This is an optimization exercise on Yosys and OpenROAD, whose aim is small area, not a production implementation.
Function was checked by simulation only, so behaviour that the tests miss may differ from the original.
Power and IR drop assume default switching activity.

==> flow/design.v (excerpt) <==
module jbc_cc (
    input  wire        clk,
    input  wire        rst,
    input  wire        ev_valid,
    input  wire [31:0] ev_word,
    output wire        ev_ready,
    output reg         ev_done,
    output wire        heater,
    output reg         adc_start,
    output reg         enc_wr,
    output wire [15:0] enc_wr_val,
    output wire [15:0] rd_data
);
Size in the first run: about 1800 cells after synthesis, about 210 flip-flops, roughly 72 I/O pins.
clock: 48.0 ns
lec_check: 0
abc_area: 1
cap_margin: 20
core_margin: 2
core_utilization: 50
cts_buf_list: sky130_fd_sc_hd__clkbuf_8
cts_cluster_diameter: 60
cts_cluster_size: 14
slew_margin: 20
run.sh (not shown) runs the stock make flow with config.mk's settings and CLKGATE_MAP_FILE= SYNTH_SCRIPT=/design/flow/synth_recipe.tcl, a recipe that flattens the netlist after the stock synthesis.
The first run ran to the end with no violations.
Change:
==> flow/flow/run.sh (new file) <==
#!/bin/bash
# Own layout flow: the standard ORFS flow (standard.sh) with two changes:
#  - synthesis uses flow/my_synth.tcl, which is synth_recipe.tcl with the ABC
#    mapping script replaced by flow/area.abc (area-oriented mapping without
#    ABC's buffering and upsizing); registers and their names are unchanged;
#  - port buffering uses sky130_fd_sc_hd__buf_1 cells (every port still gets
#    a buffer).
# Every tool's output goes to flow.log in this folder (ORFS also keeps its
# per-step logs under orfs/logs).
set -euo pipefail
here=$(pwd)
cp config.mk own_config.mk
echo 'export BUFFER_PORTS_ARGS = -buffer_cell sky130_fd_sc_hd__buf_1' >> own_config.mk
sed -e "s#SYNTH_SCRIPT=[^ ]*#SYNTH_SCRIPT=$here/flow/my_synth.tcl#" \
    -e "s#DESIGN_CONFIG=[^ ]*#DESIGN_CONFIG=$here/own_config.mk#" standard.sh > own_standard.sh
export MY_ABC_SCRIPT=$here/flow/area.abc
bash own_standard.sh finish > flow.log 2>&1
test -f out/final.def
==> flow/flow/area.abc (new file) <==
strash
ifraig
scorr
dc2
strash
dch -f
map -a
topo
dnsize -c
==> flow/flow/my_synth.tcl (new file) <==
proc synth {args} { yosys synth -nofsm -noshare {*}$args }
proc abc {args} {
  set i [lsearch -exact $args -script]
  if { $i >= 0 && [info exists ::env(MY_ABC_SCRIPT)] } {
    set args [lreplace $args [expr {$i+1}] [expr {$i+1}] $::env(MY_ABC_SCRIPT)]
  }
  yosys abc {*}$args
}
source $::env(SCRIPTS_DIR)/synth.tcl
# left out here: clear keep_hierarchy, flatten, clean up, hide names made inside functions, write 1_2_yosys.v
==> flow/standard.sh (new file) <==
#!/bin/bash
# synth_recipe.tcl (not shown) runs the flow's synth.tcl, then flattens the netlist and writes it again
# the make line also repeats each setting of config.mk as NAME=value (left out here)
make -C /OpenROAD-flow-scripts/flow DESIGN_CONFIG=/design/flow/config.mk WORK_HOME=/design/flow/orfs CLKGATE_MAP_FILE= SYNTH_SCRIPT=/design/flow/synth_recipe.tcl "${@:-finish}"
- GPL_TIMING_DRIVEN: not set -> 0
removed: flow/run.sh
Via count is lower by 7.0%.
Total power goes up by 130%.
Wire length decreases by 9.9%.
Maximum frequency is lower by 2.0%.
Change:
- CORE_UTILIZATION: 50 -> 40
- CTS_BUF_LIST: sky130_fd_sc_hd__clkbuf_8 -> not set
- CTS_CLUSTER_DIAMETER: 60 -> not set
- CTS_CLUSTER_SIZE: 14 -> not set
- GPL_TIMING_DRIVEN: 0 -> not set
Sequential cell count stays the same.
Maximum frequency grows by 2.4%.
Synthesized area is unchanged.
Power grows by 4.7%.
Worst setup slack improves by 0.46 ns.
Wire length grows by 6.1%.
Via count grows by 0.77%.
Core utilization shrinks by 11 points.
Non-clock buffer count shrinks by 30.
Final area grows by 0.48%.
Sequential power hardly moves.

* * *

job 4285:
Another version of the RTL of jbc_cc (not shown whole).
For scale: roughly 1,400 cells after synthesis, ~72 I/O pins, roughly 0.011 mm² of cells after synthesis.
export LEC_CHECK = 0
export ABC_AREA = 1
export CAP_MARGIN = 20
export CORE_MARGIN = 2
export CORE_UTILIZATION = 65
export CTS_BUF_LIST = sky130_fd_sc_hd__clkbuf_8
export CTS_CLUSTER_DIAMETER = 60
export CTS_CLUSTER_SIZE = 14
export GPL_TIMING_DRIVEN = 0
export SLEW_MARGIN = 20
create_clock -name core_clock -period 48.0 [get_ports {clk}]
standard.sh (not shown) runs the stock make flow with config.mk's settings and CLKGATE_MAP_FILE= SYNTH_SCRIPT=/design/flow/synth_recipe.tcl, a recipe that flattens the netlist after the stock synthesis.
==> flow/flow/run.sh <==
#!/bin/bash
# Own layout flow: the standard ORFS flow (standard.sh) with these changes:
#  - synthesis uses flow/my_synth.tcl, which is synth_recipe.tcl with the ABC
#    mapping script replaced by flow/area.abc (area-oriented mapping, no ABC
#    buffering or upsizing); registers and their names are unchanged;
#  - flow/extra.mk is appended to the standard flow's config.mk: port buffers are
#    sky130_fd_sc_hd__buf_1 (every port still gets one), and the CTS and
#    buffer-removal options listed there.
# All tool output goes to flow.log in this folder (ORFS also keeps per-step
# logs under orfs/logs).
set -euo pipefail
here=$(pwd)
cp config.mk own_config.mk
cat flow/extra.mk >> own_config.mk
sed -e "s#SYNTH_SCRIPT=[^ ]*#SYNTH_SCRIPT=$here/flow/my_synth.tcl#" \
    -e "s#DESIGN_CONFIG=[^ ]*#DESIGN_CONFIG=$here/own_config.mk#" standard.sh > own_standard.sh
export MY_ABC_SCRIPT=$here/flow/area.abc
bash own_standard.sh finish > flow.log 2>&1
test -f out/final.def
==> flow/flow/area.abc <==
strash
ifraig
scorr
dc2
strash
dch -f
amap
strash
dch -f
amap
topo
dnsize -c
==> flow/flow/extra.mk <==
export BUFFER_PORTS_ARGS = -buffer_cell sky130_fd_sc_hd__buf_1
export REMOVE_ABC_BUFFERS = 1
export CTS_ARGS = -sink_clustering_enable -repair_clock_nets -dont_use_dummy_load -buf_list sky130_fd_sc_hd__clkbuf_8 -sink_clustering_size 14 -sink_clustering_max_diameter 60
==> flow/flow/my_synth.tcl <==
proc synth {args} { yosys synth -nofsm -noshare {*}$args }
proc abc {args} {
  set i [lsearch -exact $args -script]
  if { $i >= 0 && [info exists ::env(MY_ABC_SCRIPT)] } {
    set args [lreplace $args [expr {$i+1}] [expr {$i+1}] $::env(MY_ABC_SCRIPT)]
  }
  yosys abc {*}$args
}
source $::env(SCRIPTS_DIR)/synth.tcl
# left out here: clear keep_hierarchy, flatten, clean up, hide names made inside functions, write 1_2_yosys.v
## Diff of input files: job 8828 against job 4285
Settings: swapping 65 for 50 in CORE_UTILIZATION.
Findings:
- Compared job 8828 vs job 4285, and area overhead of the layout relative to synthesis is up in job 8828.
- Compared with job 4285, job 8828 shows a lower slew at the pin with the worst max-slew slack.
- The per-cell via count in the routed design in job 8828 is 0.937 times that in job 4285.
- Achievable frequency on job 8828 is down relative to job 4285.
- The lower final clock period utilization by the worst path came out of job 4285.
- Compared with job 4285, job 8828 shows a lower met3 routed wirelength.
- Die area (job 8828 vs. job 4285) increases by more than a quarter
### job 8828 -> job 6925
Settings: CORE_UTILIZATION now 75, was 50.
## What came out
The critical path depth in cells in job 6925 sits 3 below the value recorded for job 8828. No stage failed in job 6925, and the final checks on the layout all came back clean. Relative to job 8828, fraction of final layout cells sized beyond drive strength 1 has decreased by 0.33 points in job 6925. Job 6925 does worse than job 8828 on remaining max-slew budget at the tightest pin. Job 6925 and job 8828 ended up with nearly the same total chip power. Summary: with job 8828 as the reference, design area in job 6925 moved down slightly. Between job 6925 and job 8828, total of fill cells in the finished design is higher for job 8828, job 6925 comes in under that.

==> afterwards: timing with drivers on the ports <==
No port has a modelled driver above. Below, the same layouts with a new extraction and two added sets of constraints. Step 1, drivers: a clkbuf_16 drives clk and a buf_2 each remaining input, both assumed. Step 2 adds t to the input delays and takes it off the output delays; t is the mean of the earliest and latest rising clock arrival at the registers after step 1. Input paths then give back, and output paths get back, about the clock's delay inside the block. Three values: ideal, step 1, step 2; two values: the first two.
run	t (ns)	slack for setup (ns)	worst slew at a driven data input, ns	pins driven straight from the clock port
the first run of note 1	0.609	28.538 / 28.557 / 27.948	0.04	1
the second run of note 1	0.626	28.143 / 28.170 / 27.544	0.04	1
the third run of note 1	0.574	28.601 / 28.626 / 28.052	0.07	1
job 4285	0.558	28.191 / 28.213 / 27.655	0.03	1
job 8828	0.582	28.115 / 28.140 / 27.558	0.03	1
job 6925	0.554	28.137 / 28.143 / 27.589	0.04	1
After both steps every run listed still meets setup and hold. The setup slack of the second run of note 1, which loses most, moves by +0.027 ns with the drivers and by -0.599 ns with both steps.
